This is an optimization exercise on Yosys and OpenROAD, whose aim is small area, not a production implementation.
The RTL was checked by simulation tests, not by an equivalence proof against the original design.
Power is estimated from default activity; no workload was simulated.

[run.sh]
#!/bin/bash
# synth_recipe.tcl (not shown) runs the flow's synth.tcl, then flattens the netlist and writes it again
# the make line also repeats each setting of config.mk as NAME=value (left out here)
make -C /OpenROAD-flow-scripts/flow DESIGN_CONFIG=/design/flow/config.mk WORK_HOME=/design/flow/orfs CLKGATE_MAP_FILE= SYNTH_SCRIPT=/design/flow/synth_recipe.tcl finish
[config.mk]
export PLATFORM = sky130hd
export DESIGN_NAME = tiny16
export DESIGN_NICKNAME = tiny16
export VERILOG_FILES = /design/flow/design.v
export SDC_FILE = /design/flow/constraint.sdc
export NUM_CORES = 4
export LEC_CHECK = 0
export CAP_MARGIN = 20
export CORE_MARGIN = 2
export CORE_UTILIZATION = 40
export PLACE_DENSITY = 0.6
export SLEW_MARGIN = 20
[design.v]
module tiny16 (
    input  wire        clk,
    input  wire        rst,
    input  wire [15:0] start_pc,
    output wire        mem_valid,
    output wire [14:0] mem_addr,
    output wire [1:0]  mem_wstrb,
    output wire [15:0] mem_wdata,
    input  wire        mem_ready,
    input  wire [15:0] mem_rdata,
    output wire        uart_valid,
    output wire [7:0]  uart_data,
    output wire        halted,
    output wire        fault,
    output wire [15:0] fault_pc,
    output wire [4:0]  fault_op
);
    localparam OP_NOP  = 5'h00, OP_HALT = 5'h01, OP_LDI  = 5'h02, OP_MOV  = 5'h03,
               OP_ADD  = 5'h04, OP_SUB  = 5'h05, OP_AND  = 5'h06, OP_OR   = 5'h07,
               OP_XOR  = 5'h08, OP_NOT  = 5'h09, OP_SHL  = 5'h0A, OP_SHR  = 5'h0B,
               OP_ADDI = 5'h0C, OP_CMPI = 5'h0D, OP_CMP  = 5'h0E, OP_LD   = 5'h0F,
               OP_ST   = 5'h10, OP_LDB  = 5'h11, OP_STB  = 5'h12, OP_LDS  = 5'h13,
               OP_STS  = 5'h14, OP_JMP  = 5'h15, OP_JZ   = 5'h16, OP_JNZ  = 5'h17,
               OP_JC   = 5'h18, OP_JN   = 5'h19, OP_CALL = 5'h1A, OP_RET  = 5'h1B,
               OP_IN   = 5'h1C, OP_OUT  = 5'h1D;
    localparam S_INIT = 3'd0, S_FETCH = 3'd1, S_EX = 3'd2, S_SH = 3'd3,
               S_EXA  = 3'd4, S_MEM   = 3'd5, S_FIN = 3'd6, S_HALT = 3'd7;
    reg  [3:0]   ph;
    reg  [2:0]   st;
    reg  [2:0]   bc;         
    reg  [127:0] xr;         
    reg  [15:0]  pcr;        
    reg  [15:0]  tr;         
    reg  [15:0]  cr;         
    reg  [15:0]  mar;        
    reg  [15:0]  mdr;        
    reg  [15:0]  ir;
    reg          fz, fn, fc, fv;
    reg          irq;
    reg          ic;         
    reg          ac;         
    reg          tc;         
    reg          ge, nz;     
    reg          sw;         
    reg          tw;         
    wire p0  = (ph == 4'd0);
    wire p15 = (ph == 4'd15);
    wire [4:0] op = ir[15:11];
    wire [2:0] rd = ir[10:8];
    wire [2:0] rs = ir[7:5];
    wire op_illegal = (op[4:1] == 4'hF);
    wire op_wide = (op == OP_LDI) || (op == OP_LD) || (op == OP_ST) || (op == OP_LDB) ||
                   (op == OP_STB) || (op == OP_JMP) || (op == OP_JZ) || (op == OP_JNZ) ||
                   (op == OP_JC) || (op == OP_JN) || (op == OP_CALL) || (op == OP_IN) ||
                   (op == OP_OUT);
    wire op_shift = (op == OP_SHL) || (op == OP_SHR);
    wire op_mem   = (op == OP_LD) || (op == OP_ST) || (op == OP_LDB) || (op == OP_STB) ||
                    (op == OP_LDS) || (op == OP_STS) || (op == OP_CALL) || (op == OP_RET) ||
                    (op == OP_IN) || (op == OP_OUT);
    wire op_store = (op == OP_ST) || (op == OP_STB) || (op == OP_STS) || (op == OP_OUT) ||
                    (op == OP_CALL);
    wire op_ldreg = (op == OP_LD) || (op == OP_LDB) || (op == OP_LDS) || (op == OP_IN);
    wire op_kaddr = (op == OP_LD) || (op == OP_ST) || (op == OP_LDB) || (op == OP_STB) ||
                    (op == OP_IN) || (op == OP_OUT);
    wire op_sub   = (op == OP_SUB) || (op == OP_CMP) || (op == OP_CMPI);
    wire op_arith = (op == OP_ADD) || (op == OP_ADDI) || op_sub;
    wire op_flags = (op >= OP_LDI) && (op <= OP_CMP);
    wire op_wrd   = op_flags && (op != OP_CMP) && (op != OP_CMPI);
    wire op_byte  = (op == OP_LDB) || (op == OP_STB) ||
                    (((op == OP_IN) || (op == OP_OUT)) && (mar[15:8] == 8'hFF));
    wire [7:0] xt;
    genvar g;
    generate
        for (g = 0; g < 8; g = g + 1) begin : g_tap
            assign xt[g] = xr[16 * g];
        end
    endgenerate
    wire xd_t = xt[rd];
    wire xs_t = xt[rs];
    wire x7_t = xt[7];
    wire [15:0] sa      = mar + {14'd0, bc[1:0]};
    wire        s_mmio  = (sa[15:8] == 8'hFF);
    wire        mmio_ok = (ph[2:0] == 3'd0) && (ph[3] == sa[0]);
    reg  [7:0]  mmio_byte;
    always @(*) begin
        case (sa[7:0])
            8'h01:        mmio_byte = 8'hFF;
            8'h10, 8'h11: mmio_byte = tr[7:0];
            8'h12, 8'h13: mmio_byte = cr[7:0];
            8'h14:        mmio_byte = {7'd0, irq};
            default:      mmio_byte = 8'h00;
        endcase
    end
    wire [7:0] rbyte = s_mmio ? mmio_byte : (sa[0] ? mem_rdata[15:8] : mem_rdata[7:0]);
    wire f_done = (bc == 3'd4) || ((bc == 3'd2) && !op_wide);
    wire f_step = (st == S_FETCH) && !f_done && !((bc == 3'd2) && op_illegal);
    wire m_done  = op_byte ? (bc != 3'd0) : (bc == 3'd2);
    wire m_swap  = op_store && mar[0] && !sw;
    wire m_step  = (st == S_MEM) && !m_done && !m_swap;
    wire m_ld    = m_step && !op_store;
    wire m_st    = m_step && op_store;
    wire s_tmr   = (sa[7:2] == 6'b000100);                
    wire tw_go   = m_st && s_mmio && s_tmr && (p0 || tw);   
    wire req     = (f_step || m_step) && !s_mmio;
    wire b_done  = s_mmio ? (m_st ? (!s_tmr || (tw && p15)) : mmio_ok) : mem_ready;
    assign mem_valid = req;
    assign mem_addr  = sa[15:1];
    assign mem_wstrb = (m_st && !s_mmio) ? (sa[0] ? 2'b10 : 2'b01) : 2'b00;
    assign mem_wdata = mdr;
    assign uart_valid = m_st && s_mmio && (sa[7:0] == 8'h00);
    assign uart_data  = mdr[7:0];
    assign halted   = (st == S_HALT);
    assign fault    = (ir[15:12] == 4'hF);
    assign fault_pc = mar;
    assign fault_op = ir[15:11];
    wire icin    = p0 ? 1'b0 : ic;
    wire inc_b   = op_wide ? (ph == 4'd2) : (ph == 4'd1);
    wire inc_out = mar[0] ^ inc_b ^ icin;
    wire inc_c   = (mar[0] & inc_b) | (icin & (mar[0] ^ inc_b));
    wire imm5_b = ir[(ph > 4'd4) ? 3'd4 : ph[2:0]];
    reg  aa, ab;
    always @(*) begin
        case (op)
            OP_LDS:  begin aa = xs_t; ab = imm5_b; end
            OP_STS:  begin aa = xd_t; ab = imm5_b; end
            OP_CALL: begin aa = x7_t; ab = !p0; end             
            default: begin aa = x7_t; ab = (ph == 4'd1); end    
        endcase
    end
    wire acin = p0 ? 1'b0 : ac;
    wire aout = aa ^ ab ^ acin;
    wire a_c  = (aa & ab) | (acin & (aa ^ ab));
    wire imm8_b = ir[ph[3] ? 3'd7 : ph[2:0]];
    reg  alu_b;
    always @(*) begin
        case (op)
            OP_LDI:           alu_b = mdr[0];
            OP_ADDI, OP_CMPI: alu_b = imm8_b;
            default:          alu_b = xs_t;
        endcase
    end
    wire a_in = xd_t;
    wire bb   = op_sub ? !alu_b : alu_b;
    wire cin  = p0 ? op_sub : fc;
    wire sum  = a_in ^ bb ^ cin;
    wire cout = (a_in & bb) | (cin & (a_in ^ bb));
    wire [2:0] sh   = ir[2:0];
    wire [3:0] shl_i = 4'd0 - {1'b0, sh};
    wire       shr_t = mdr[sh];
    wire       shl_t = mdr[shl_i];
    wire [4:0] ph_sh = {1'b0, ph} + {2'b0, sh};
    wire       shr_y = shr_t && !ph_sh[4];
    wire       shl_y = shl_t && (ph >= {1'b0, sh});
    reg alu_y;
    always @(*) begin
        case (op)
            OP_LDI, OP_MOV:                      alu_y = alu_b;
            OP_ADD, OP_ADDI, OP_SUB, OP_CMP, OP_CMPI: alu_y = sum;
            OP_AND:                              alu_y = a_in & alu_b;
            OP_OR:                               alu_y = a_in | alu_b;
            OP_XOR:                              alu_y = a_in ^ alu_b;
            OP_NOT:                              alu_y = !a_in;
            OP_SHL:                              alu_y = shl_y;
            default:                             alu_y = shr_y;
        endcase
    end
    wire tcin   = p0 ? 1'b1 : tc;
    wire t_in   = tr[0] ^ tcin;
    wire ge_cur = p0 ? 1'b1 : ge;
    wire ge_nx  = (t_in != cr[0]) ? t_in : ge_cur;
    wire nz_nx  = (p0 ? 1'b0 : nz) | cr[0];
    wire tick = (st == S_EX) || (st == S_FIN);
    wire ld_y = mdr[0];
    wire ex_wr  = (st == S_EX) && op_wrd;
    wire fin_wr = (st == S_FIN) && op_ldreg;
    wire wr_y   = (st == S_FIN) ? ld_y : alu_y;
    wire x7_wr  = (st == S_EXA) && ((op == OP_CALL) || (op == OP_RET));
    wire init7  = (ph >= 4'd2) && (ph <= 4'd14);    
    reg [7:0] x_in;
    integer j;
    always @(*) begin
        for (j = 0; j < 8; j = j + 1) begin
            if (st == S_INIT)
                x_in[j] = (j == 7) ? init7 : 1'b0;
            else if ((ex_wr || fin_wr) && (rd == j))
                x_in[j] = wr_y;
            else if (x7_wr && (j == 7))
                x_in[j] = aout;
            else
                x_in[j] = xt[j];
        end
    end
    wire pc_in = (st == S_EXA) ? ((op == OP_CALL) ? mdr[0] : inc_out) : pcr[0];
    wire tw_bit = tw_go && (ph[3] == sa[0]);
    reg t_nx, c_nx;
    always @(*) begin
        t_nx = tr[0];
        c_nx = cr[0];
        if (st == S_INIT) begin
            t_nx = 1'b0;
            c_nx = 1'b0;
        end else if (tick) begin
            t_nx = t_in;
        end else if (tw_bit) begin
            if (sa[1]) c_nx = mdr[0];
            else       t_nx = mdr[0];
        end
    end
    reg mar_in, mar_sh;
    always @(*) begin
        mar_in = 1'b0;
        mar_sh = 1'b0;
        case (st)
            S_INIT: begin mar_sh = 1'b1; mar_in = start_pc[ph]; end
            S_EX: begin
                mar_sh = 1'b1;
                case (op)
                    OP_JMP:  mar_in = mdr[0];
                    OP_JZ:   mar_in = fz ? mdr[0] : inc_out;
                    OP_JNZ:  mar_in = !fz ? mdr[0] : inc_out;
                    OP_JC:   mar_in = fc ? mdr[0] : inc_out;
                    OP_JN:   mar_in = fn ? mdr[0] : inc_out;
                    default: mar_in = inc_out;
                endcase
            end
            S_EXA: begin
                mar_sh = 1'b1;
                if (op_kaddr)        mar_in = mdr[0];
                else if (op == OP_RET) mar_in = x7_t;
                else                 mar_in = aout;
            end
            S_FIN: begin mar_sh = 1'b1; mar_in = (op == OP_RET) ? mdr[0] : pcr[0]; end
            default: ;
        endcase
    end
    reg mdr_in, mdr_sh;
    always @(*) begin
        mdr_sh = 1'b0;
        mdr_in = mdr[0];
        case (st)
            S_SH:  begin mdr_sh = 1'b1; mdr_in = xd_t; end
            S_EX:  mdr_sh = 1'b1;
            S_EXA: begin
                mdr_sh = 1'b1;
                mdr_in = (op == OP_CALL) ? inc_out : xs_t;
            end
            S_MEM: mdr_sh = m_swap || tw_go;
            S_FIN: mdr_sh = 1'b1;
            default: ;
        endcase
    end
    wire bload = (f_step || m_ld) && b_done;
    always @(posedge clk) begin
        for (j = 0; j < 8; j = j + 1)
            xr[16 * j +: 16] <= {x_in[j], xr[16 * j + 1 +: 15]};
        pcr <= {pc_in, pcr[15:1]};
        tr  <= {t_nx, tr[15:1]};
        cr  <= {c_nx, cr[15:1]};
        if (mar_sh)
            mar <= {mar_in, mar[15:1]};
        if (bload && (st == S_FETCH) && !bc[1] && !bc[0])
            ir[7:0] <= rbyte;
        if (bload && (st == S_FETCH) && !bc[1] && bc[0])
            ir[15:8] <= rbyte;
        if (bload && ((st == S_MEM) ? !bc[0] : (bc[1:0] == 2'd2)))
            mdr[7:0] <= rbyte;
        else if (mdr_sh)
            mdr[7:0] <= mdr[8:1];
        if ((st == S_MEM) && !op_store && op_byte && (bc == 3'd1))
            mdr[15:8] <= 8'h00;
        else if (bload && ((st == S_MEM) ? bc[0] : (bc[1:0] == 2'd3)))
            mdr[15:8] <= rbyte;
        else if (mdr_sh)
            mdr[15:8] <= {mdr_in, mdr[15:9]};
        ph <= ph + 4'd1;
        ic <= inc_c;
        ac <= a_c;
        tc <= tr[0] & tcin;
        ge <= ge_nx;
        nz <= nz_nx;
        if (st == S_INIT) begin
            fz <= 1'b0; fn <= 1'b0; fc <= 1'b0; fv <= 1'b0;
        end else if ((st == S_EX) && op_flags) begin
            fz <= (p0 ? 1'b1 : fz) & !alu_y;
            fn <= alu_y;
            if (op_arith) begin
                fc <= cout;
                fv <= (a_in ~^ bb) & (sum ^ a_in);
            end else begin
                fv <= 1'b0;
                if (op == OP_SHL) begin
                    if (p0) fc <= (sh != 3'd0) & shl_t;
                end else if (op == OP_SHR) begin
                    if (p15) fc <= (sh != 3'd0) & shr_t;
                end else begin
                    fc <= 1'b0;
                end
            end
        end else if (fin_wr) begin
            fz <= (p0 ? 1'b1 : fz) & !ld_y;
            fn <= ld_y;
            fc <= 1'b0;
            fv <= 1'b0;
        end
        if (st == S_INIT)
            irq <= 1'b0;
        else if (tick && p15 && nz_nx && ge_nx)
            irq <= 1'b1;
        else if (m_st && s_mmio && (sa[7:0] == 8'h14) && (mdr[7:0] == 8'h01))
            irq <= 1'b0;
        tw <= tw_go && !p15;
        case (st)
            S_INIT: begin
                bc <= 3'd0;
                sw <= 1'b0;
                if (p15) st <= S_FETCH;
            end
            S_FETCH: begin
                if (f_step && b_done)
                    bc <= bc + 3'd1;
                if ((bc == 3'd2) && op_illegal)
                    st <= S_HALT;
                else if (p15 && f_done) begin
                    bc <= 3'd0;
                    st <= op_shift ? S_SH : op_mem ? S_EXA : S_EX;
                end
            end
            S_SH: if (p15) st <= S_EX;
            S_EX: if (p15) st <= (op == OP_HALT) ? S_HALT : S_FETCH;
            S_EXA: if (p15) st <= S_MEM;
            S_MEM: begin
                if (m_step && b_done)
                    bc <= bc + 3'd1;
                else if (!op_store && op_byte && (bc == 3'd1))
                    bc <= 3'd2;
                if (m_swap && (ph == 4'd7))
                    sw <= 1'b1;
                if (p15 && m_done)
                    st <= S_FIN;
            end
            S_FIN: begin
                if (p15) begin
                    st <= S_FETCH;
                    bc <= 3'd0;
                    sw <= 1'b0;
                end
            end
            default: ;
        endcase
        if (rst) begin
            st <= S_INIT;
            ph <= 4'd0;
        end
    end
endmodule
[constraint.sdc]
create_clock -name core_clock -period 10.0 [get_ports {clk}]
set_input_delay 2.0000 -clock core_clock [delete_from_list [all_inputs] [get_ports {clk}]]
set_output_delay 2.0000 -clock core_clock [all_outputs]
set_load 0.01 [all_outputs]
==> summary.txt, run 1 <==
CTS clk-pin slew, worst paths: 0.06 ns
Finished Cell Area: 11500 um^2
Arr. time, crit path: 3.99 ns
DR pass1 iterations: 4
Critical path capture point type: output pin
Fill cells: 2167
Critical path startpoint: bc[0]
Comb pwr share: 9.0%
Die W: 158.1 um
FMAX: 166.9 MHz
Pin count of the biggest net entering global routing: 35
Placed Cells: 1214
Yosys top cell by area: dfxtp_1
Nets: 981
Multi-input logic area: 3805 um^2
Reg2reg path depth: 12
Root buf cell: clkbuf_16
Final Cycle Share: 59.92%
Worst r2r dst: xr[31]
CTS Hold Bufs: 0
Vias in the first global route: 6449
Final setup violation count: 0
Clk pwr share: 41.6%
Synth top area cells: dfxtp_1, edfxtp_1, mux2i_1
CP top delay family: simple AND/OR/NAND/NOR gates
EDFF count, synth: 44
Share of synthesized flip-flops with an asynchronous set or reset: 0%
Worst Max-Slew Pin Slew: 0.9081 ns
Row Count: 56
Synth cell types: 83
Syn avg cell area: 11.28 um^2
CP Launch Type: flop
Die area: 25000 um^2
Finished Core Util: 49.12%
Vias: 6718
Crit path cell chain: ha_1 -> fa_1 -> or4b_1 -> nor3_1 -> nor3_1 -> nor2_1 -> nand3_1 -> nor3b_1 -> clkdlybuf4s50_1
Power, Total: 2.182 mW
Switching power: 522.1 uW
Vias per inst: 5.332
Final Hold Viols: 0
Status: no timing/DRC/antenna violations
Flops & latches, synth: 245
Post-Syn Nets: 901
Core ar.: 23400 um^2
Gr ovfl total: 0
Non-Filler Instances: 1260
Worst-skew pair later-pin latency: 0.53 ns
CP endpoint: uart_valid
Leak pwr: 4.359 nW
List of most frequent post-synthesis cells: dfxtp_1, nand2_1, edfxtp_1, nor2_1, a21oi_1
Clk_skew: 0.009595 ns
Post-CTS Resized: 0
Total wire length: 23.48 mm
Ys Warns: 1
Pre-CTS setup slack: 4.548 ns
Synth-to-layout area growth: 20.99%
Post CTS Setup Buffer Count: 0
Top cell type's share of synthesized area: 42.35%
Crit Path Class: flop to output pin
Most Frequent Cell on Critical Path: nor3_1
Setup WS post-layout: 4.008 ns
Worst Hold Launch: xr[36]
H-tree Lvls: 1
Cell Area, Synth: 9502 um^2
Worst slew margin: 39.46%
HP Class: flop to flop
Seq pwr share: 49.5%
PortBufs: 100
Internal: 1.660 mW
Setup TNS: 0 ns
Die height: 158.1 um
Max cap viols: 0
CTS tree: built
Cell Area, Placed: 10680 um^2
Post-detail-place hpwl: 16.75 mm
First-pass GRT wire length: 36.37 mm
Net Sw Frac: 23.92%
Worst path slowest cell: clkdlybuf4s50_1
Unrepaired setup endpoints after global routing: no
Syn Inst Count: 842
Max incr delay on CP: 0.59 ns
IO Pins: 101
Tot GR Track Use: 18.94%
Crit path buf inv count: 1
Register Area: 5345 um^2
Post-synthesis sequential area ratio: 56.25%
WHS: 0.3182 ns
CTS buffer count: 25
Pwr per Cell Area: 189.8 nW/um^2
Diode count: 0
Most numerous cell in the Yosys netlist: dfxtp_1
Peak supply drop: 0.0001136 V
Clock sinks: 245
Drc violations: 0
R2r startpoint: ir[14]
Final min period: 5.992 ns
CP max FO: 8
Share of cells above drive strength 1: 9.671%
R2r setup slk: 5.67 ns
DRT antenna net count: 0
Initial antenna violation count: 0
Stages on the worst setup path: 9
Initial DRC Count: 512
Clk buf depth: 3
Most used DFF post-synth: dfxtp_1
Max-slew violation count: 0
WP data required: 8.00 ns
Initial core utilization: 40.60%
Wirelength per Cell: 18.63 um
RePlAce Congestion: 0.8913
==> worst min-delay path by stage <==
stage,to,slack [ns],depth (start not counted)
2_1_floorplan,cr[10],0.31,0
4_1_cts,xr[35],0.32,0
3_5_place_dp,xr[2],0.31,0
6_report,xr[35],0.32,0
5_1_grt,xr[0],0.33,0
3_3_place_gp,xr[120],0.31,0
==> flip-flops by register name, indices dropped and copies added (netlist names) <==
| name | cells |
|---|---|
| ic | 1 |
| sw | 1 |
| tr | 16 |
| mdr | 16 |
| ac | 1 |
| irq | 1 |
| tc | 1 |
| ge | 1 |
| pcr | 16 |
| ir | 16 |
| xr | 128 |
| mar | 16 |
| bc | 3 |
| ph | 4 |
| st | 3 |
| fc | 1 |
| fn | 1 |
| nz | 1 |
| tw | 1 |
| fz | 1 |
| cr | 16 |
==> cell type report <==
class,instances,area share (%)
Clock buffer,38,6.487
Clock inverter,8,0.5877
Inverter,25,0.8272
Multi-Input combinational cell,520,33.10
Sequential cell,245,46.50
Tap cell,319,3.472
Timing Repair Buffer,105,9.034
==> power by group through the flow <==
stage          clock, mW  combinational [mW]  sequential [mW]
2_1_floorplan          0              0.0983             1.09
3_3_place_gp           0               0.197             1.10
3_5_place_dp           0               0.197             1.10
4_1_cts            0.929               0.197             1.08
5_1_grt            0.966               0.212             1.09
6_report           0.907               0.196             1.08
==> cell usage in the layout, fill, tap and decap left out, types with 7 or more instances in the layout <==
cell type,n
and3_1,15
nor3_1,24
nor2_1,44
nand4_1,13
nor2b_1,16
clkbuf_1,7
nor4_1,7
xnor2_1,12
xor2_1,7
and2_1,9
a31oi_1,9
dfxtp_1,201
nand3_1,23
clkdlybuf4s50_1,100
mux4_2,12
o21ai_0,35
mux2_2,18
a21oi_1,43
edfxtp_1,44
a211oi_1,10
ha_1,20
nand2_1,47
mux2i_1,27
mux2_1,8
nand2b_1,15
clkbuf_16,26
inv_1,23
o2bb2ai_1,10
==> cell families after synthesis <==
kind of cell / count (synthesis) / share of synthesized area (%)
buf+inv: 77 / 3.700
flops: 245 / 56.25
mux: 65 / 8.770
fa+ha+maj: 24 / 3.476
simple gates: 241 / 13.52
compound gates: 171 / 12.52
xor+xnor: 19 / 1.751
==> metal layers <==
metal | track usage, % | part of all wire [%]
met1 | 26.85 | 47
met5 | 0 | 0
met2 | 29.07 | 44
met3 | 4.188 | 6.6
met4 | 5.534 | 2.6
==> run 2: changes to the inputs <==
--- a/config.mk
+++ b/config.mk
@@ -7,6 +7,7 @@
 export LEC_CHECK = 0
+export ABC_AREA = 1
 export CAP_MARGIN = 20
 export CORE_MARGIN = 2
-export CORE_UTILIZATION = 40
-export PLACE_DENSITY = 0.6
+export CORE_UTILIZATION = 55
+export PLACE_DENSITY = 0.7
 export SLEW_MARGIN = 20
==> summary.txt, run 2 <==
Status: no timing/DRC/antenna violations
Nets: 1267
Initial DRC Count: 595
Commonest non-fill, non-tap cell in the layout: nand2_1
Post-detail-place hpwl: 17.35 mm
Non-Filler Instances: 1451
First-pass GRT wire length: 36.47 mm
Syn avg cell area: 8.755 um^2
Synth-to-layout area growth: 20.12%
Initial antenna violation count: 0
Root buf cell: clkbuf_16
Post-Syn Nets: 1164
Critical path capture point type: output pin
HP Class: flop to flop
Reg with most FFs: xr
Worst slew margin: 36.60%
PortBufs: 100
Final setup violation count: 0
Post-synthesis sequential area ratio: 55.25%
Flops & latches, synth: 245
Clk buf depth: 3
Drc violations: 0
Leak pwr: 5.077 nW
Placed Cells: 1406
Die height: 136.6 um
List of most frequent post-synthesis cells: nand2_1, dfxtp_1, nor2_1
Finished Core Util: 67.42%
Share of cells above drive strength 1: 7.993%
Cell Area, Synth: 9674 um^2
CTS Hold Bufs: 0
Total wire length: 23.38 mm
Pwr per Cell Area: 198.1 nW/um^2
WP data required: 8.00 ns
Vias: 7746
Core ar.: 17240 um^2
Post-CTS Resized: 0
Share of synthesized flip-flops with an asynchronous set or reset: 0%
Synth top area cells: dfxtp_1, edfxtp_1, nand2_1
Most numerous cell in the Yosys netlist: nand2_1
IO Pins: 101
Ys Warns: 1
Max-slew violation count: 0
CTS tree: built
FMAX: 176.5 MHz
Wirelength per Cell: 16.11 um
Setup TNS: 0 ns
EDFF count, synth: 44
Clk_skew: 0.01167 ns
CTS buffer count: 25
Max reg flops: 128
Syn Inst Count: 1105
Final Cycle Share: 56.67%
Gr ovfl total: 0
Arr. time, crit path: 3.67 ns
Max cap viols: 0
DR pass1 iterations: 6
Yosys top cell by area: dfxtp_1
RePlAce Congestion: 0.9738
Diode count: 0
Die W: 136.6 um
DRT antenna net count: 0
Row Count: 48
Die area: 18670 um^2
Synth cell types: 50
Initial core utilization: 56.13%
Setup WS post-layout: 4.334 ns
Crit Path Class: flop to output pin
Worst-skew pair later-pin latency: 0.52 ns
CP Launch Type: flop
Post CTS Setup Buffer Count: 0
Top cell type's share of synthesized area: 41.59%
Peak supply drop: 0.0002031 V
Vias per inst: 5.338
Final min period: 5.667 ns
CP max FO: 8
Worst Max-Slew Pin Slew: 0.9429 ns
H-tree Lvls: 1
Pre-CTS setup slack: 4.864 ns
Vias in the first global route: 6968
Most used DFF post-synth: dfxtp_1
Tot GR Track Use: 25.05%
Clock sinks: 245
Pin count of the biggest net entering global routing: 19
CTS clk-pin slew, worst paths: 0.06 ns
Final Hold Viols: 0
Unrepaired setup endpoints after global routing: no
Most frequent cells in the layout: nand2_1, dfxtp_1, nor2_1, inv_1, clkdlybuf4s50_1
## run 2: changes by cell type in the layout (fill, tap and decap cells not counted), moves of 21 or more
cell,before,now
inv_1,23,125
mux2i_1,27,0
nand2_1,47,225
nand3_1,23,69
nor2_1,44,131
o21ai_0,35,56
## run 2: layout make-up
cell class,count,area (um^2)
Inverter,141,529.3
Fill cell,1379,5615
Timing Repair Buffer,103,1023
Clock inverter,11,95.09
Multi-Input combinational cell,692,3627
Clock buffer,34,719.4
Sequential cell,245,5345
Tap cell,225,281.5
## run 2: report_power, final
group / internal, mW / total, mW / switching (mW)
clock: 0.513 / 0.897 / 0.384
combinational: 0.134 / 0.304 / 0.170
sequential: 1.05 / 1.10 / 0.0484
total: 1.70 / 2.30 / 0.602
## run 2: worst max-delay path: stages, from the launching register on
cell             delay (ns)
edfxtp_1               0.51
ha_1                   0.27
fa_1                   0.45
nand2_1                0.14
nor2_4                 0.06
nand3_1                0.10
nand3_1                0.08
nor2_1                 0.14
nand3_2                0.20
nor3_1                 0.30
nand2_1                0.12
nor4_1                 0.19
clkdlybuf4s50_1        0.60
## run 2: stage by stage
step	hold slack [ns]	cell area, um^2	power [mW]
2_1_floorplan	0.3096	9674	1.273
3_3_place_gp	0.3101	10810	1.423
3_5_place_dp	0.3121	10810	1.423
4_1_cts	0.3208	11620	2.322
5_1_grt	0.3252	11620	2.392
6_report	0.3240	11620	2.303
## run 2: final timing paths
kind,depth (start not counted),end,from,slack [ns]
max,12,uart_valid,bc[0],4.33
min,0,xr[51],xr[52],0.32
max reg2reg,20,xr[111],ph[0],6.17
min reg2reg,0,xr[51],xr[52],0.32
## run 2: logic make-up (layout without fill, tap and decap cells)
group	after synthesis	count (layout)	synth area share, %
and+or+nand+nor	509	509	23.76
buffers and inverters	168	289	7.256
xor gates and xnor gates	6	6	0.7373
adders and majority gates	24	24	3.414
AOI/OAI and AO/OA	153	153	9.584
DFF	245	245	55.25
## run 2: per-layer routing
metal / vias to the layer above / track usage (%) / wire [um]
met2: 334 / 36.78 / 9818
met1: 3515 / 37.05 / 10920
met3: 61 / 4.407 / 1897
met4: 0 / 8.854 / 745
li1: 3836 / - / -
met5: - / 0 / 0
==> run 3: changes to the inputs <==
==> flow/run.sh (new file) <==
#!/bin/bash
# Own flow: the standard ORFS layout (the standard.sh, standard synthesis
# unchanged) with two placement/CTS options changed:
#  - port buffers use the small sky130_fd_sc_hd__buf_1 cell (every input and
#    output port still gets its buffer)
#  - clock tree: no dummy loads, small clock buffers
set -euo pipefail
export BUFFER_PORTS_ARGS="-buffer_cell sky130_fd_sc_hd__buf_1"
export CTS_ARGS="-sink_clustering_enable -repair_clock_nets -dont_use_dummy_load -buf_list {sky130_fd_sc_hd__clkbuf_4}"
bash standard.sh finish > flow_make.log 2>&1
==> standard.sh (new file) <==
#!/bin/bash
# synth_recipe.tcl (not shown) runs the flow's synth.tcl, then flattens the netlist and writes it again
# the make line also repeats each setting of config.mk as NAME=value (left out here)
make -C /OpenROAD-flow-scripts/flow DESIGN_CONFIG=/design/flow/config.mk WORK_HOME=/design/flow/orfs CLKGATE_MAP_FILE= SYNTH_SCRIPT=/design/flow/synth_recipe.tcl "${@:-finish}"
--- a/config.mk
+++ b/config.mk
@@ -7,7 +7,6 @@
 export LEC_CHECK = 0
-export ABC_AREA = 1
 export CAP_MARGIN = 20
 export CORE_MARGIN = 2
-export CORE_UTILIZATION = 55
-export PLACE_DENSITY = 0.7
+export CORE_UTILIZATION = 40
+export PLACE_DENSITY = 0.6
 export SLEW_MARGIN = 20
removed: run.sh
==> summary.txt, run 3 <==
Status: no timing/DRC/antenna violations
Synth cell types: 83
Clk_skew: 0.07622 ns
Clk pwr share: 32.0%
Final Cycle Share: 56.75%
Most Frequent Cell on Critical Path: nor3_1
Worst slew margin: 40.62%
Pin count of the biggest net entering global routing: 35
Ys Warns: 1
Initial core utilization: 40.60%
IO Pins: 101
Row Count: 56
Share of cells above drive strength 1: 11.54%
Vias: 6910
Switching power: 461.8 uW
Reg2reg path depth: 12
Max incr delay on CP: 0.52 ns
CTS Hold Bufs: 0
Seq pwr share: 59.4%
CP endpoint: uart_valid
H-tree Lvls: 2
RePlAce Congestion: 0.8857
Gr ovfl total: 0
Post-detail-place hpwl: 16.60 mm
Clk buf depth: 3
Flops & latches, synth: 245
Max-slew violation count: 0
Die W: 158.1 um
EDFF count, synth: 44
Initial DRC Count: 573
Initial antenna violation count: 1
List of most frequent post-synthesis cells: dfxtp_1, nand2_1, edfxtp_1, nor2_1, a21oi_1
CTS buffer count: 57
CP max FO: 8
CP Launch Type: flop
DR pass1 iterations: 5
Die area: 25000 um^2
Vias in the first global route: 6651
Critical path capture point type: output pin
Post-Syn Nets: 901
WP data required: 8.00 ns
Top cell type's share of synthesized area: 42.35%
Worst r2r dst: xr[95]
Final Hold Viols: 0
Net Sw Frac: 25.40%
Max reg flops: 128
Crit path cell chain: ha_1 -> fa_1 -> or4b_1 -> nor3_1 -> nor3_1 -> nor2_1 -> nand3_1 -> nor3b_1 -> buf_1
Synth top area cells: dfxtp_1, edfxtp_1, mux2i_1
Fill cells: 2298
Vias per inst: 5.428
Arr. time, crit path: 3.67 ns
Most frequent cells in the layout: dfxtp_1, buf_1, clkbuf_4, nand2_1
Multi-input logic area: 3805 um^2
Most numerous cell in the Yosys netlist: dfxtp_1
Core ar.: 23400 um^2
PortBufs: 100
Critical path startpoint: bc[0]
WHS: 0.2957 ns
DRT antenna net count: 0
Peak supply drop: 0.0001051 V
Most used DFF post-synth: dfxtp_1
Worst path slowest cell: fa_1
Post-synthesis sequential area ratio: 56.25%
Pwr per Cell Area: 173.3 nW/um^2
R2r startpoint: ir[14]
First-pass GRT wire length: 36.45 mm
FMAX: 176.2 MHz
Leak pwr: 3.954 nW
Worst Max-Slew Pin Slew: 0.8907 ns
Reg with most FFs: xr
Crit Path Class: flop to output pin
Syn Inst Count: 842
CTS clk-pin slew, worst paths: 0.06 ns
Internal: 1.357 mW
Yosys top cell by area: dfxtp_1
Setup TNS: 0 ns
Die height: 158.1 um
Final setup violation count: 0
Worst-skew pair later-pin latency: 0.68 ns
Root buf cell: clkbuf_4
CTS tree: built
Unrepaired setup endpoints after global routing: no
Max cap viols: 0
Nets: 1014
Synth-to-layout area growth: 10.46%
Syn avg cell area: 11.28 um^2
Drc violations: 0
Commonest non-fill, non-tap cell in the layout: dfxtp_1
Tot GR Track Use: 18.94%
Post-CTS Resized: 0
Register Area: 5345 um^2
Post CTS Setup Buffer Count: 0
Comb pwr share: 8.6%
Wirelength per Cell: 18.28 um
Cell Area, Synth: 9502 um^2
Share of synthesized flip-flops with an asynchronous set or reset: 0%
HP Class: flop to flop
Total wire length: 23.27 mm
Final min period: 5.675 ns
Clock sinks: 245
R2r setup slk: 5.73 ns
==> run 3: cell count changes after synthesis, sizes merged, moves of 27 or more <==
cell | previous run | this run
mux2i | 0 | 27
inv | 139 | 24
nand2 | 234 | 49
nor2 | 145 | 45
nand3 | 74 | 25
o21ai | 67 | 36
==> run 3: power by group through the flow <==
stage	registers, mW	logic [mW]	clock network, mW
6_report	1.08	0.157	0.582
5_1_grt	1.08	0.172	0.657
4_1_cts	1.08	0.157	0.608
3_5_place_dp	1.10	0.156	0
3_3_place_gp	1.10	0.156	0
2_1_floorplan	1.09	0.0983	0
==> run 3: layout make-up <==
class	count	area share, %
sequential	245	50.93
multi-input combinational	520	36.25
clock buffer	57	4.077
timing repair buffer	106	4.006
tap	319	3.803
inverter	25	0.9061
antenna	1	0.02384
==> run 3: critical path, delay by kind of cell (launching register included) <==
kind / cells / cell delay [ns]
adder cells (fa/ha/maj): 2 / 0.80
buffers and inverters: 1 / 0.19
AND/OR/NAND/NOR: 6 / 1.53
flip-flops: 1 / 0.50
==> run 3: how the worst min path moves through the flow <==
stage,start,to,depth (start not counted)
after floorplan,cr[11],cr[10],0
after CTS,xr[44],xr[43],0
after global routing,tr[8],tr[7],0
after global placement,xr[118],xr[117],0
after detailed placement,cr[10],cr[9],0
final,xr[44],xr[43],0
==> run 3: metrics by stage <==
stage | util [%] | setup WS (ns) | cell area [um^2] | instances | power, mW
finish | 44.85 | 4.325 | 10500 | 1273 | 1.818
global route | 44.85 | 4.044 | 10500 | 1273 | 1.913
CTS | 44.84 | 4.255 | 10490 | 1272 | 1.844
detailed placement | 43.01 | 4.979 | 10060 | 1215 | 1.257
global placement | 43.01 | 5.053 | 10060 | 1215 | 1.256
floorplan | - | 5.370 | 9502 | 842 | 1.186
==> run 3: per-layer routing <==
layer	GRT usage, %	part of all wire, %	vias to the layer above
li1	-	-	3285
met1	26.63	47	3316
met2	28.96	44	276
met3	3.997	6.7	33
met4	6.607	1.9	0
met5	0	0	-
==> run 3: logic make-up (layout without fill, tap and decap cells) <==
logic type | after synthesis | count (layout) | share of synthesized area [%]
DFF | 245 | 245 | 56.25
and+or+nand+nor | 241 | 241 | 13.52
AOI/OAI and AO/OA | 171 | 171 | 12.52
buffers and inverters | 77 | 188 | 3.700
muxes | 65 | 65 | 8.770
adders and majority gates | 24 | 24 | 3.476
xor gates and xnor gates | 19 | 19 | 1.751
other | 0 | 1 | 0
==> run 4: changes to the inputs <==
--- a/design.v
+++ b/design.v
@@ -44,3 +44,3 @@
     reg          sw;         
-    reg          tw;         
+    reg          sm;         
     wire p0  = (ph == 4'd0);
@@ -82,25 +82,25 @@
     wire        s_mmio  = (sa[15:8] == 8'hFF);
-    wire        mmio_ok = (ph[2:0] == 3'd0) && (ph[3] == sa[0]);
-    reg  [7:0]  mmio_byte;
-    always @(*) begin
-        case (sa[7:0])
-            8'h01:        mmio_byte = 8'hFF;
-            8'h10, 8'h11: mmio_byte = tr[7:0];
-            8'h12, 8'h13: mmio_byte = cr[7:0];
-            8'h14:        mmio_byte = {7'd0, irq};
-            default:      mmio_byte = 8'h00;
-        endcase
-    end
-    wire [7:0] rbyte = s_mmio ? mmio_byte : (sa[0] ? mem_rdata[15:8] : mem_rdata[7:0]);
-    wire f_done = (bc == 3'd4) || ((bc == 3'd2) && !op_wide);
-    wire f_step = (st == S_FETCH) && !f_done && !((bc == 3'd2) && op_illegal);
-    wire m_done  = op_byte ? (bc != 3'd0) : (bc == 3'd2);
+    wire [7:0]  lane    = sa[0] ? mem_rdata[15:8] : mem_rdata[7:0];
+    wire f_act   = (st == S_FETCH) && !bc[2];
+    wire m_done  = (op_byte && op_store) ? bc[0] : bc[1];
     wire m_swap  = op_store && mar[0] && !sw;
     wire m_step  = (st == S_MEM) && !m_done && !m_swap;
-    wire m_ld    = m_step && !op_store;
     wire m_st    = m_step && op_store;
+    wire zstep   = (st == S_MEM) && !op_store && op_byte && bc[0];
     wire s_tmr   = (sa[7:2] == 6'b000100);                
-    wire tw_go   = m_st && s_mmio && s_tmr && (p0 || tw);   
-    wire req     = (f_step || m_step) && !s_mmio;
-    wire b_done  = s_mmio ? (m_st ? (!s_tmr || (tw && p15)) : mmio_ok) : mem_ready;
+    wire tw_go   = m_st && s_mmio && s_tmr && (p0 || sm);   
+    wire ld_act  = f_act || (m_step && !op_store);
+    wire ser     = ld_act && (s_mmio || zstep);
+    wire ram_rd  = ld_act && !ser;
+    wire w_start = !sm && (ph[2:0] == 3'd0) && (zstep || (ph[3] == sa[0]));
+    wire ser_sh  = ser && (sm || w_start);
+    wire ser_end = ser_sh && (ph[2:0] == 3'd7);
+    wire bload   = ram_rd && mem_ready;
+    wire mmio_bit = !zstep && ((sa[7:0] == 8'h01) ||
+                               (s_tmr && (sa[1] ? cr[0] : tr[0])) ||
+                               ((sa[7:0] == 8'h14) && irq && (ph[2:0] == 3'd0)));
+    wire req     = (ram_rd || m_st) && !s_mmio;
+    wire b_done  = bload || ser_end ||
+                   (m_st && (s_mmio ? (!s_tmr || (sm && p15)) : mem_ready));
+    wire ir_ld   = f_act && (bc[1:0] == 2'd2) && (bload || (ser && w_start));
     assign mem_valid = req;
@@ -246,3 +246,4 @@
             end
-            S_MEM: mdr_sh = m_swap || tw_go;
+            S_FETCH: begin mdr_sh = ser_sh; mdr_in = mmio_bit; end
+            S_MEM: begin mdr_sh = m_swap || tw_go || ser_sh; if (ser_sh) mdr_in = mmio_bit; end
             S_FIN: mdr_sh = 1'b1;
@@ -251,3 +252,2 @@
     end
-    wire bload = (f_step || m_ld) && b_done;
     always @(posedge clk) begin
@@ -260,16 +260,8 @@
             mar <= {mar_in, mar[15:1]};
-        if (bload && (st == S_FETCH) && !bc[1] && !bc[0])
-            ir[7:0] <= rbyte;
-        if (bload && (st == S_FETCH) && !bc[1] && bc[0])
-            ir[15:8] <= rbyte;
-        if (bload && ((st == S_MEM) ? !bc[0] : (bc[1:0] == 2'd2)))
-            mdr[7:0] <= rbyte;
-        else if (mdr_sh)
-            mdr[7:0] <= mdr[8:1];
-        if ((st == S_MEM) && !op_store && op_byte && (bc == 3'd1))
-            mdr[15:8] <= 8'h00;
-        else if (bload && ((st == S_MEM) ? bc[0] : (bc[1:0] == 2'd3)))
-            mdr[15:8] <= rbyte;
+        if (ir_ld)
+            ir <= mdr;
+        if (bload)
+            mdr <= {lane, mdr[15:8]};
         else if (mdr_sh)
-            mdr[15:8] <= {mdr_in, mdr[15:9]};
+            mdr <= {mdr_in, mdr[15:1]};
         ph <= ph + 4'd1;
@@ -310,3 +302,3 @@
             irq <= 1'b0;
-        tw <= tw_go && !p15;
+        sm <= (tw_go && !p15) || (ser_sh && (ph[2:0] != 3'd7));
         case (st)
@@ -318,9 +310,7 @@
             S_FETCH: begin
-                if (f_step && b_done)
+                if (b_done)
                     bc <= bc + 3'd1;
-                if ((bc == 3'd2) && op_illegal)
-                    st <= S_HALT;
-                else if (p15 && f_done) begin
+                if (p15 && bc[2]) begin
                     bc <= 3'd0;
-                    st <= op_shift ? S_SH : op_mem ? S_EXA : S_EX;
+                    st <= op_illegal ? S_HALT : op_shift ? S_SH : op_mem ? S_EXA : S_EX;
                 end
@@ -331,6 +321,4 @@
             S_MEM: begin
-                if (m_step && b_done)
+                if (b_done)
                     bc <= bc + 3'd1;
-                else if (!op_store && op_byte && (bc == 3'd1))
-                    bc <= 3'd2;
                 if (m_swap && (ph == 4'd7))
==> flow/run.sh (replaced) <==
#!/bin/bash
# Own flow: the standard ORFS layout (the standard.sh, standard synthesis
# unchanged) with two placement/CTS options changed:
#  - port buffers use the small sky130_fd_sc_hd__buf_1 cell (every input and
#    output port still gets its buffer)
#  - clock tree: no dummy loads, clkbuf_8 buffers driving up to 17 sinks
set -euo pipefail
export BUFFER_PORTS_ARGS="-buffer_cell sky130_fd_sc_hd__buf_1"
export CTS_ARGS="-sink_clustering_enable -repair_clock_nets -dont_use_dummy_load -buf_list {sky130_fd_sc_hd__clkbuf_8} -sink_clustering_size 17 -sink_clustering_max_diameter 100"
bash standard.sh finish > flow_make.log 2>&1
==> summary.txt, run 4 <==
Cell Area, Synth: 9330 um^2
HP Class: flop to flop
CTS clk-pin slew, worst paths: 0.12 ns
WHS: 0.3106 ns
Clk buf depth: 3
Post-detail-place hpwl: 14.35 mm
Finished Core Util: 44.43%
Die height: 156.7 um
Initial DRC Count: 500
Non-Filler Instances: 1217
Syn avg cell area: 11.21 um^2
Worst-skew pair later-pin latency: 0.53 ns
Gr ovfl total: 0
Core ar.: 22780 um^2
Final min period: 5.643 ns
Final Cycle Share: 56.43%
CP max FO: 12
Total wire length: 20.19 mm
WP data required: 8.00 ns
CTS Hold Bufs: 0
Worst Hold Launch: pcr[9]
Yosys top cell by area: dfxtp_1
Initial antenna violation count: 0
Setup TNS: 0 ns
FMAX: 177.2 MHz
Worst slew margin: 36.66%
List of most frequent post-synthesis cells: dfxtp_1, nand2_1, nor2_1
Die area: 24560 um^2
Peak supply drop: 0.00009004 V
Crit Path Class: flop to output pin
Tot GR Track Use: 16.54%
Post-Syn Nets: 890
Max reg flops: 128
Drc violations: 0
Synth top area cells: dfxtp_1, edfxtp_1, mux4_2
Share of synthesized flip-flops with an asynchronous set or reset: 0%
Worst r2r dst: mdr[15]
Final setup violation count: 0
Pwr per Cell Area: 162.3 nW/um^2
Unrepaired setup endpoints after global routing: no
Leak pwr: 3.743 nW
Cell Area, Placed: 9872 um^2
Initial core utilization: 40.96%
Clock sinks: 245
Root buf cell: clkbuf_8
Vias per inst: 5.188
Post CTS Setup Buffer Count: 0
CTS buffer count: 18
Max-slew violation count: 0
Max cap viols: 0
R2r startpoint: ir[12]
Top cell type's share of synthesized area: 41.41%
PortBufs: 100
CP Launch Type: flop
Share of cells above drive strength 1: 6.748%
Synth cell types: 80
Status: no timing/DRC/antenna violations
Hold Path Sink: pcr[8]
Most frequent cells in the layout: dfxtp_1, buf_1, nand2_1, nor2_1, edfxtp_1
Worst Max-Slew Pin Slew: 0.9414 ns
Setup WS post-layout: 4.357 ns
H-tree Lvls: 1
CTS tree: built
Row Count: 55
Placed Cells: 1199
Power, Total: 1.642 mW
Arr. time, crit path: 3.64 ns
Pre-CTS setup slack: 4.902 ns
Hold path depth: 0
R2r setup slk: 5.95 ns
Syn Inst Count: 832
Most numerous cell in the Yosys netlist: dfxtp_1
EDFF count, synth: 52
Pin count of the biggest net entering global routing: 27
Post-synthesis sequential area ratio: 58.15%
Vias: 6314
Wirelength per Cell: 16.59 um
Reg2reg path depth: 13
Critical path capture point type: output pin
Post-CTS Resized: 0
Die W: 156.7 um
RePlAce Congestion: 0.9484
Clk_skew: 0.05242 ns
Ys Warns: 1
Most used DFF post-synth: dfxtp_1
First-pass GRT wire length: 32.21 mm
Reg with most FFs: xr
DRT antenna net count: 0
Final Hold Viols: 0
Flops & latches, synth: 245
DR pass1 iterations: 4
IO Pins: 101
Finished Cell Area: 10120 um^2
Fill cells: 2222
Vias in the first global route: 5963
Synth-to-layout area growth: 8.462%
Nets: 964
Commonest non-fill, non-tap cell in the layout: dfxtp_1
Diode count: 0
run 4: worst max-delay path by stage:
stage / cells after the start / endpoint / slack, ns / start
2_1_floorplan: 10 / uart_valid / 5.44 / mar[0]
3_3_place_gp: 10 / uart_valid / 4.95 / bc[0]
3_5_place_dp: 10 / uart_valid / 4.90 / bc[0]
4_1_cts: 10 / uart_valid / 4.33 / bc[0]
5_1_grt: 10 / uart_valid / 4.09 / bc[0]
6_report: 10 / uart_valid / 4.36 / bc[0]
run 4: report_power, final:
part	internal, mW	switching [mW]
logic	0.0540	0.0759
registers	1.03	0.0353
clock network	0.163	0.282
run 4: per-layer routing:
| layer | track usage [%] | vias up | wire length, um |
|---|---|---|---|
| li1 | - | 3080 | - |
| met1 | 24.39 | 3021 | 9863 |
| met2 | 25.81 | 188 | 8865 |
| met3 | 2.409 | 25 | 1111 |
| met4 | 3.495 | 0 | 353 |
| met5 | 0 | - | 0 |
run 4: cell type report:
cell class                      count  area (um^2)  share of cell area, %
Sequential cell                   245         5425                  53.61
Multi-Input combinational cell    514         3567                  35.25
Tap cell                          313        391.6                  3.870
Clock buffer                       18        247.7                  2.448
Inverter                           24        90.09                 0.8902
Timing Repair Buffer              103        397.9                  3.932
run 4: cells by family after synthesis:
family,count (synthesis),synth area share (%)
muxes,50,7.510
AOI/OAI and AO/OA,134,9.535
DFF,245,58.15
xor gates and xnor gates,19,1.784
buffers and inverters,73,3.621
adders and majority gates,23,3.406
and+or+nand+nor,288,16.00
run 4: worst max-delay path, stage by stage (launching register included):
cell and delay [ns]:
edfxtp_1 0.56, ha_1 0.29, fa_1 0.55, or3b_2 0.49
nor4_1 0.15, or4_1 0.22, o21ai_2 0.11, nor2_4 0.24
nand4b_1 0.19, nor2_1 0.16, buf_1 0.18
==> run 5: changes to the inputs <==
--- a/design.v
+++ b/design.v
@@ -119,3 +119,5 @@
     wire inc_c   = (mar[0] & inc_b) | (icin & (mar[0] ^ inc_b));
-    wire imm5_b = ir[(ph > 4'd4) ? 3'd4 : ph[2:0]];
+    wire [2:0] imm_top = op[4] ? 3'd4 : 3'd7;
+    wire [2:0] imm_sel = (ph > {1'b0, imm_top}) ? imm_top : ph[2:0];
+    wire imm_b  = ir[imm_sel];
     reg  aa, ab;
@@ -123,4 +125,4 @@
         case (op)
-            OP_LDS:  begin aa = xs_t; ab = imm5_b; end
-            OP_STS:  begin aa = xd_t; ab = imm5_b; end
+            OP_LDS:  begin aa = xs_t; ab = imm_b; end
+            OP_STS:  begin aa = xd_t; ab = imm_b; end
             OP_CALL: begin aa = x7_t; ab = !p0; end             
@@ -132,3 +134,2 @@
     wire a_c  = (aa & ab) | (acin & (aa ^ ab));
-    wire imm8_b = ir[ph[3] ? 3'd7 : ph[2:0]];
     reg  alu_b;
@@ -137,3 +138,3 @@
             OP_LDI:           alu_b = mdr[0];
-            OP_ADDI, OP_CMPI: alu_b = imm8_b;
+            OP_ADDI, OP_CMPI: alu_b = imm_b;
             default:          alu_b = xs_t;
==> flow/run.sh (replaced) <==
#!/bin/bash
# Own flow: the standard ORFS layout (the standard.sh, standard synthesis
# unchanged) with two placement/CTS options changed:
#  - port buffers use the small sky130_fd_sc_hd__buf_1 cell (every input and
#    output port still gets its buffer)
#  - clock tree: no dummy loads, clkbuf_4 buffers driving up to 8 sinks
set -euo pipefail
export BUFFER_PORTS_ARGS="-buffer_cell sky130_fd_sc_hd__buf_1"
export CTS_ARGS="-sink_clustering_enable -repair_clock_nets -dont_use_dummy_load -buf_list {sky130_fd_sc_hd__clkbuf_4} -sink_clustering_size 8 -sink_clustering_max_diameter 50"
bash standard.sh finish > flow_make.log 2>&1
--- a/config.mk
+++ b/config.mk
@@ -7,2 +7,3 @@
 export LEC_CHECK = 0
+export ABC_AREA = 1
 export CAP_MARGIN = 20
==> summary.txt, run 5 <==
Clk buf depth: 3
Flops & latches, synth: 245
Max reg flops: 128
Vias in the first global route: 6448
CP Launch Type: flop
Power, Total: 1.710 mW
Final Cycle Share: 54.07%
Synth-to-layout area growth: 9.634%
Post-CTS Resized: 0
R2r setup slk: 5.98 ns
Synth top area cells: dfxtp_1, edfxtp_1, nand2_1
Final min period: 5.407 ns
Initial antenna violation count: 1
Reg with most FFs: xr
WHS: 0.2804 ns
Finished Cell Area: 10050 um^2
DRT antenna net count: 0
Root buf cell: clkbuf_4
Initial core utilization: 40.62%
Wirelength per Cell: 15.11 um
Ys Warns: 1
WP data required: 8.00 ns
Post-Syn Nets: 1045
GR Layer Usage met3: 3.788%
CTS tree: built
Core ar.: 22570 um^2
Row Count: 55
Placed Cells: 1345
Die area: 24150 um^2
Yosys top cell by area: dfxtp_1
CTS Hold Bufs: 0
Worst path slowest cell: edfxtp_1
Peak supply drop: 0.00006588 V
Most frequent cells in the layout: dfxtp_1, nand2_1, inv_1, nor2_1, buf_1
Final Hold Viols: 0
PortBufs: 100
Max cap viols: 0
Syn avg cell area: 9.318 um^2
List of most frequent post-synthesis cells: dfxtp_1, nand2_1, inv_1
Post CTS Setup Buffer Count: 0
Syn Inst Count: 984
Most Frequent Cell on Critical Path: nand2_1
GR Util met1: 24.45%
Max incr delay on CP: 0.52 ns
Setup TNS: 0 ns
Die height: 155.4 um
Worst Max-Slew Pin Slew: 0.9613 ns
Gr busiest metal: met2
EDFF count, synth: 52
Share of cells above drive strength 1: 7.455%
Share of synthesized flip-flops with an asynchronous set or reset: 0%
Unrepaired setup endpoints after global routing: no
Post-synthesis sequential area ratio: 59.17%
Most used DFF post-synth: dfxtp_1
Vias per inst: 4.922
Leak pwr: 4.236 nW
Critical path capture point type: output pin
Met2 usage: 26.78%
Initial DRC Count: 443
Clock sinks: 245
Worst slew margin: 35.72%
H-tree Lvls: 2
Nets: 1163
First-pass GRT wire length: 33.58 mm
FMAX: 185.0 MHz
Post-detail-place hpwl: 15.29 mm
RePlAce Congestion: 0.9567
Non-Filler Instances: 1386
CTS clk-pin slew, worst paths: 0.08 ns
Arr. time, crit path: 3.41 ns
CP max FO: 6
Max-slew violation count: 0
Pin count of the biggest net entering global routing: 35
Worst-skew pair later-pin latency: 0.63 ns
Drc violations: 0
Status: no timing/DRC/antenna violations
Die W: 155.4 um
Top cell type's share of synthesized area: 42.14%
Clk_skew: 0.07430 ns
CTS buffer count: 40
Vias: 6822
Cell Area, Synth: 9169 um^2
Most numerous cell in the Yosys netlist: dfxtp_1
Final setup violation count: 0
Fill cells: 2222
Total wire length: 20.94 mm
IO Pins: 101
HP Class: flop to flop
DR pass1 iterations: 6
Tot GR Track Use: 17.54%
Commonest non-fill, non-tap cell in the layout: dfxtp_1
Cell Area, Placed: 9749 um^2
Gr ovfl total: 0
Synth cell types: 51
Pwr per Cell Area: 170.1 nW/um^2
Crit path cell chain: ha_1 -> fa_1 -> nand3_2 -> nor2_1 -> nand2_1 -> nor2_2 -> nand2_1 -> nand2_1 -> inv_2 -> nand2_1 -> nor2_1 -> nand3_2 -> nor2_1 -> inv_1 -> nor3_1 -> buf_1
Crit Path Class: flop to output pin
[run 5: path summary, 6_finish.rpt]
kind | startpoint | cells past startpoint | end
max | bc[0] | 16 | uart_valid
min | pcr[11] | 0 | pcr[10]
max reg2reg | bc[0] | 16 | mdr[15]
min reg2reg | pcr[11] | 0 | pcr[10]
[run 5: cells by family (layout without fill, tap and decap cells)]
logic type / count (synthesis) / after routing / synth area share [%]
AO/OA/AOI/OAI: 137 / 137 / 9.075
other: 0 / 1 / 0
buffers and inverters: 153 / 269 / 7.014
XOR/XNOR: 9 / 9 / 0.8598
adder cells (fa/ha/maj): 26 / 26 / 3.876
AND/OR/NAND/NOR: 414 / 414 / 20.01
flip-flops: 245 / 245 / 59.17
[run 5: per-layer routing]
layer,wire [um],share of wire (%),vias up
met3,1135,5.4,51
met2,9254,44,204
li1,-,-,3471
met4,612,2.9,0
met1,9938,47,3096
met5,0,0,-
[run 5: critical path: cells and delay by family (launching register included)]
kind	cells	cell delay (ns)
simple gates	11	1.26
flops	1	0.52
buf+inv	3	0.31
fa+ha+maj	2	0.71
[run 5: final cells by class]
| cell class | instances | area [um^2] | area share, % |
|---|---|---|---|
| multi-input combinational | 586 | 3100 | 30.84 |
| antenna | 1 | 2.502 | 0.02489 |
| clock buffer | 40 | 300.3 | 2.987 |
| inverter | 127 | 476.7 | 4.742 |
| timing repair buffer | 102 | 390.4 | 3.884 |
| sequential | 245 | 5425 | 53.97 |
| tap | 285 | 356.6 | 3.547 |
[run 5: power by group]
part | switching [mW] | internal (mW)
combinational | 0.102 | 0.0485
clock | 0.305 | 0.184
sequential | 0.0307 | 1.04
[run 5: metrics by stage]
stage / util, % / setup WS [ns]
3_3_place_gp: 43.19 / 5.257
3_5_place_dp: 43.19 / 5.188
6_report: 44.53 / 4.593
4_1_cts: 44.52 / 4.523
5_1_grt: 44.53 / 4.297
2_1_floorplan: - / 5.581
==> run 6: changes to the inputs <==
==> flow/run.sh (replaced) <==
#!/bin/bash
# Own flow: the standard ORFS layout (the standard.sh, standard synthesis
# unchanged) with two placement/CTS options changed:
#  - port buffers use the small sky130_fd_sc_hd__buf_1 cell (every input and
#    output port still gets its buffer)
#  - clock tree: no dummy loads, clkbuf_8 buffers driving up to 15 sinks
set -euo pipefail
export BUFFER_PORTS_ARGS="-buffer_cell sky130_fd_sc_hd__buf_1"
export CTS_ARGS="-sink_clustering_enable -repair_clock_nets -dont_use_dummy_load -buf_list {sky130_fd_sc_hd__clkbuf_8} -sink_clustering_size 15 -sink_clustering_max_diameter 100"
bash standard.sh finish > flow_make.log 2>&1
==> summary.txt, run 6 <==
IO Pins: 101
Worst slew margin: 35.37%
Leak pwr: 4.195 nW
Register Area: 5425 um^2
Setup WS post-layout: 4.688 ns
Pwr per Cell Area: 168.5 nW/um^2
Vias in the first global route: 6256
Row Count: 55
Post-Syn Nets: 1045
Die area: 24150 um^2
Crit Path Class: flop to output pin
Setup TNS: 0 ns
Max incr delay on CP: 0.47 ns
Initial core utilization: 40.62%
Post-synthesis sequential area ratio: 59.17%
Clock sinks: 245
Wirelength per Cell: 15.18 um
Syn avg cell area: 9.318 um^2
Reg with most FFs: xr
Status: no timing/DRC/antenna violations
Ys Warns: 1
Drc violations: 0
Peak supply drop: 0.00006612 V
Initial antenna violation count: 0
Max cap viols: 0
Total wire length: 20.72 mm
Worst Hold Launch: xr[106]
Vias: 6745
DR pass1 iterations: 5
Diode count: 0
GR Layer Usage met3: 2.841%
Yosys top cell by area: dfxtp_1
Gr ovfl total: 0
Vias per inst: 4.941
Pin count of the biggest net entering global routing: 35
Post-detail-place hpwl: 15.29 mm
Max-slew violation count: 0
Crit path cell chain: ha_1 -> fa_1 -> nand3_2 -> nor2_1 -> nand2_1 -> nor2_2 -> nand2_1 -> nand2_1 -> inv_2 -> nand2_1 -> nor2_1 -> nand3_2 -> nor2_1 -> inv_1 -> nor3_1 -> buf_1
Cell Area, Placed: 9749 um^2
Post CTS Setup Buffer Count: 0
Worst path slowest cell: edfxtp_1
CP max FO: 6
Most Frequent Cell on Critical Path: nand2_1
Flops & latches, synth: 245
Synth-to-layout area growth: 9.334%
Hold path depth: 0
EDFF count, synth: 52
Final Cycle Share: 53.12%
Gr busiest metal: met2
Cell Area, Synth: 9169 um^2
CTS clk-pin slew, worst paths: 0.11 ns
CTS Hold Bufs: 0
Arr. time, crit path: 3.31 ns
Final setup violation count: 0
Die W: 155.4 um
Fill cells: 2210
Most numerous cell in the Yosys netlist: dfxtp_1
RePlAce Congestion: 0.9567
Tot GR Track Use: 17.15%
Final min period: 5.312 ns
Met2 usage: 26.84%
Share of cells above drive strength 1: 5.741%
Syn Inst Count: 984
Share of synthesized flip-flops with an asynchronous set or reset: 0%
Nets: 1143
Reg2reg path depth: 21
Core ar.: 22570 um^2
Unrepaired setup endpoints after global routing: no
Synth cell types: 51
Multi-input logic area: 3100 um^2
Synth top area cells: dfxtp_1, edfxtp_1, nand2_1
Clk_skew: 0.04264 ns
Post-CTS Resized: 0
Most used DFF post-synth: dfxtp_1
Clk buf depth: 3
Worst r2r dst: xr[47]
Hold Path Sink: xr[105]
First-pass GRT wire length: 33.11 mm
H-tree Lvls: 1
Critical path capture point type: output pin
Finished Core Util: 44.41%
CP Launch Type: flop
FMAX: 188.3 MHz
Initial DRC Count: 430
Top cell type's share of synthesized area: 42.14%
HP Class: flop to flop
R2r startpoint: ph[0]
Max reg flops: 128
Most frequent cells in the layout: dfxtp_1, nand2_1, inv_1, nor2_1, buf_1
GR Util met1: 24.56%
List of most frequent post-synthesis cells: dfxtp_1, nand2_1, inv_1
PortBufs: 100
Worst-skew pair later-pin latency: 0.53 ns
R2r setup slk: 5.93 ns
DRT antenna net count: 0
Final Hold Viols: 0
Finished Cell Area: 10020 um^2
CTS buffer count: 20
Die height: 155.4 um
Root buf cell: clkbuf_8
Worst Max-Slew Pin Slew: 0.9665 ns
WP data required: 8.00 ns
Commonest non-fill, non-tap cell in the layout: dfxtp_1
Pre-CTS setup slack: 5.188 ns
CTS tree: built
run 6: per-stage QoR:
step	hold slack, ns	power [mW]	std cells
after floorplan	0.3096	1.182	984
after global placement	0.3097	1.244	1345
after detailed placement	0.3121	1.243	1345
after CTS	0.3275	1.712	1365
after global routing	0.3268	1.772	1365
final	0.3237	1.689	1365
run 6: power by group:
part	internal (mW)	switching (mW)	leakage, nW
Clock	0.180	0.288	0.144
Combinational	0.0485	0.103	1.98
Sequential	1.04	0.0307	2.07
Total	1.27	0.421	4.20
run 6: per-layer routing:
layer,part of all wire (%),vias to the layer above
met5,0,-
met3,5.2,38
met1,48,3086
met2,45,219
met4,2.6,0
li1,-,3402
run 6: kinds of logic after synthesis:
family	share of synthesized area, %
DFF	59.17
AOI/OAI and AO/OA	9.075
and+or+nand+nor	20.01
adders and majority gates	3.876
buffers and inverters	7.014
xor gates and xnor gates	0.8598
run 6: critical path: cells and delay by family, from the launching register on:
kind                     cells  cell delay, ns
adder cells (fa/ha/maj)      2            0.71
flip-flops                   1            0.47
buffers and inverters        3            0.31
AND/OR/NAND/NOR             11            1.27
run 6: cell type report:
class | count | area share (%)
Sequential cell | 245 | 54.12
Clock buffer | 20 | 2.746
Inverter | 127 | 4.755
Tap cell | 285 | 3.557
Multi-Input combinational cell | 586 | 30.93
Timing Repair Buffer | 102 | 3.894
run 6: worst max path at each step:
stage	start	end	slack (ns)	cells past startpoint
final	mar[0]	uart_valid	4.69	16
after global routing	mar[0]	uart_valid	4.42	16
after CTS	mar[0]	uart_valid	4.65	16
after detailed placement	bc[0]	uart_valid	5.19	16
after global placement	bc[0]	uart_valid	5.26	16
after floorplan	mar[0]	uart_valid	5.58	15
==> run 7: changes to the inputs <==
--- a/design.v
+++ b/design.v
@@ -313,3 +313,3 @@
                     bc <= bc + 3'd1;
-                if (p15 && bc[2]) begin
+                if (p15 && (bc[2] || (b_done && (bc[1:0] == 2'd3)))) begin
                     bc <= 3'd0;
@@ -326,3 +326,3 @@
                     sw <= 1'b1;
-                if (p15 && m_done)
+                if (p15 && (m_done || (b_done && ((op_byte && op_store) ? !bc[0] : bc[0]))))
                     st <= S_FIN;
==> summary.txt, run 7 <==
Root buf cell: clkbuf_8
Nets: 1145
Syn avg cell area: 9.323 um^2
HP Class: flop to flop
CTS Hold Bufs: 0
Row Count: 55
RePlAce Congestion: 0.9595
Final setup violation count: 0
Synth Area in Compound Gates: 8.327%
Tot GR Track Use: 17.90%
Wirelength per Cell: 15.86 um
CP max FO: 5
Synth top area cells: dfxtp_1, edfxtp_1, nand2_1
IO Pins: 101
Clk buf depth: 3
Die W: 155.8 um
Post CTS Setup Buffer Count: 0
Final Cycle Share: 51.06%
Status: no timing/DRC/antenna violations
Top cell type's share of synthesized area: 41.95%
Yosys top cell by area: dfxtp_1
Ys Warns: 1
Synth cell types: 47
Most numerous cell in the Yosys netlist: dfxtp_1
EDFF count, synth: 52
Arr. time, crit path: 3.11 ns
Worst path slowest cell: edfxtp_1
Max reg flops: 128
Core ar.: 22640 um^2
Post-Syn Nets: 1049
DRT antenna net count: 0
First-pass GRT wire length: 34.29 mm
Post-CTS Resized: 0
Max cap viols: 0
Fill cells: 2212
Worst slew margin: 37.43%
Critical path startpoint: mar[0]
Crit path cell chain: ha_1 -> fa_1 -> nand2_2 -> nor2_4 -> nand2_1 -> nand2_1 -> nand2_1 -> nand3_1 -> nor2_2 -> inv_1 -> nor2_1 -> nand2_1 -> nor2_1 -> buf_1
Commonest non-fill, non-tap cell in the layout: dfxtp_1
R2r setup slk: 5.58 ns
H-tree Lvls: 1
Post-synthesis simple-gate area fraction: 21.84%
Pin count of the biggest net entering global routing: 22
Flops & latches, synth: 245
Xor/xnor share of the synthesized area: 0.7607%
Setup TNS: 0 ns
Share of cells above drive strength 1: 6.747%
Initial DRC Count: 447
CTS buffer count: 20
Vias: 6902
Post-synthesis sequential area ratio: 58.90%
Pwr per Cell Area: 170.0 nW/um^2
FMAX: 195.8 MHz
Unrepaired setup endpoints after global routing: no
DR pass1 iterations: 5
Max-slew violation count: 0
Clk_skew: 0.05666 ns
Worst-skew pair later-pin latency: 0.52 ns
Total wire length: 21.68 mm
Final min period: 5.106 ns
Drc violations: 0
Synth-to-layout area growth: 9.196%
Leak pwr: 4.153 nW
PortBufs: 100
Share of synthesized flip-flops with an asynchronous set or reset: 0%
List of most frequent post-synthesis cells: dfxtp_1, nand2_1, nor2_1
Die height: 155.8 um
CTS clk-pin slew, worst paths: 0.09 ns
Reg with most FFs: xr
Crit Path Class: flop to output pin
Finished Core Util: 44.43%
Die area: 24260 um^2
Most Frequent Cell on Critical Path: nand2_1
Peak supply drop: 0.00008049 V
Clock sinks: 245
Largest family of logic cells by synthesized area: simple AND/OR/NAND/NOR gates
Gr ovfl total: 0
R2r startpoint: ph[0]
Diode count: 0
Final Hold Viols: 0
Most used DFF post-synth: dfxtp_1
WP data required: 8.00 ns
CP Launch Type: flop
Vias in the first global route: 6379
Mux contribution to synthesized area: 0%
CTS tree: built
Worst Max-Slew Pin Slew: 0.9358 ns
Critical path capture point type: output pin
Cell Area, Synth: 9211 um^2
Initial antenna violation count: 0
Max incr delay on CP: 0.48 ns
Most frequent cells in the layout: dfxtp_1, nand2_1, nor2_1, buf_1, inv_1
Worst Hold Launch: xr[121]
Vias per inst: 5.049
Syn Inst Count: 988
Post-detail-place hpwl: 16.10 mm
Adder-Cell Fraction of Synth Area: 3.858%
Initial core utilization: 40.69%
[run 7: changes by cell type in the layout (fill, tap and decap cells not counted), moves of 4 or more]
cell / delta
o31ai_1: -6
nor3_1: -4
inv_1: -17
nand2_1: +12
nor2_4: +4
nor2_1: +7
nand2_2: +11
a31oi_1: +6
[run 7: logic make-up after synthesis]
logic type / count (synthesis)
buffers and inverters: 137
AND/OR/NAND/NOR: 442
flip-flops: 245
adder cells (fa/ha/maj): 26
XOR/XNOR: 8
AO/OA/AOI/OAI: 130
[run 7: layout make-up]
cell class	count	area (um^2)	area share, %
inverter	110	414.1	4.117
multi-input combinational	606	3204	31.86
sequential	245	5425	53.94
tap	285	356.6	3.545
clock buffer	20	275.3	2.737
timing repair buffer	101	382.9	3.806
[run 7: layer usage]
metal  track usage [%]  vias up  routed length (um)
met2             29.12      230                9848
li1                  -     3417                   -
met1             24.93     3219               10160
met4             5.155        0                 489
met5                 0        -                   0
met3             2.639       36                1177
[run 7: path summary, 6_finish.rpt]
path	cells past startpoint	end
worst max-delay path	14	uart_valid
worst min-delay path	0	xr[120]
worst max register to register	20	xr[63]
worst min register to register	0	xr[120]
[run 7: stage by stage]
stage	hold WS, ns	std cells	total power, mW	area, um^2	setup WS (ns)
floorplan	0.3096	988	1.197	9211	5.718
global placement	0.3098	1347	1.262	9783	5.518
detailed placement	0.3121	1347	1.263	9783	5.437
CTS	0.3089	1367	1.730	10060	4.864
global route	0.3192	1367	1.789	10060	4.680
finish	0.3084	1367	1.710	10060	4.894
[run 7: worst max-delay path: cells and delay by family (launching register included)]
family                     cells  cell delay (ns)
buffers and inverters          2             0.23
and+or+nand+nor               10             1.20
adders and majority gates      2             0.71
DFF                            1             0.48
[run 7: power breakdown]
part | total (mW) | switching (mW) | internal, mW | leakage, nW
combinational | 0.160 | 0.108 | 0.0519 | 1.94
clock | 0.469 | 0.289 | 0.180 | 0.144
sequential | 1.08 | 0.0376 | 1.04 | 2.07

-- separate check: timing with driven ports --
Ports are ideal in the flow. The routed layouts listed here were re-timed in OpenROAD.
Step 1 sets driving cells, clkbuf_16 on the clock port and buf_2 on the other inputs (assumed; they add their load-dependent delay and slew).
Step 2, shift: input delay + t, output delay - t, t = (earliest + latest rising clock arrival at the registers) / 2. This alone moves slack from input paths to output paths.
a / b / c = ideal / step 1 / step 2; a / b = the first two.
run	t (ns)	setup WS [ns]	worst setup path after step 2	pins driven straight from the clock port
run 1	0.576	4.008 / 3.960 / 4.536	register to output	1
run 2	0.559	4.333 / 4.287 / 4.846	register to output	1
run 3	0.678	4.325 / 4.286 / 4.965	register to output	1
run 4	0.543	4.357 / 4.320 / 4.863	register to output	1
run 5	0.633	4.593 / 4.555 / 5.187	register to output	1
run 6	0.554	4.688 / 4.642 / 5.196	register to output	1
run 7	0.538	4.894 / 4.850 / 5.389	register to output	1
After both steps setup and hold are still met in every run listed.
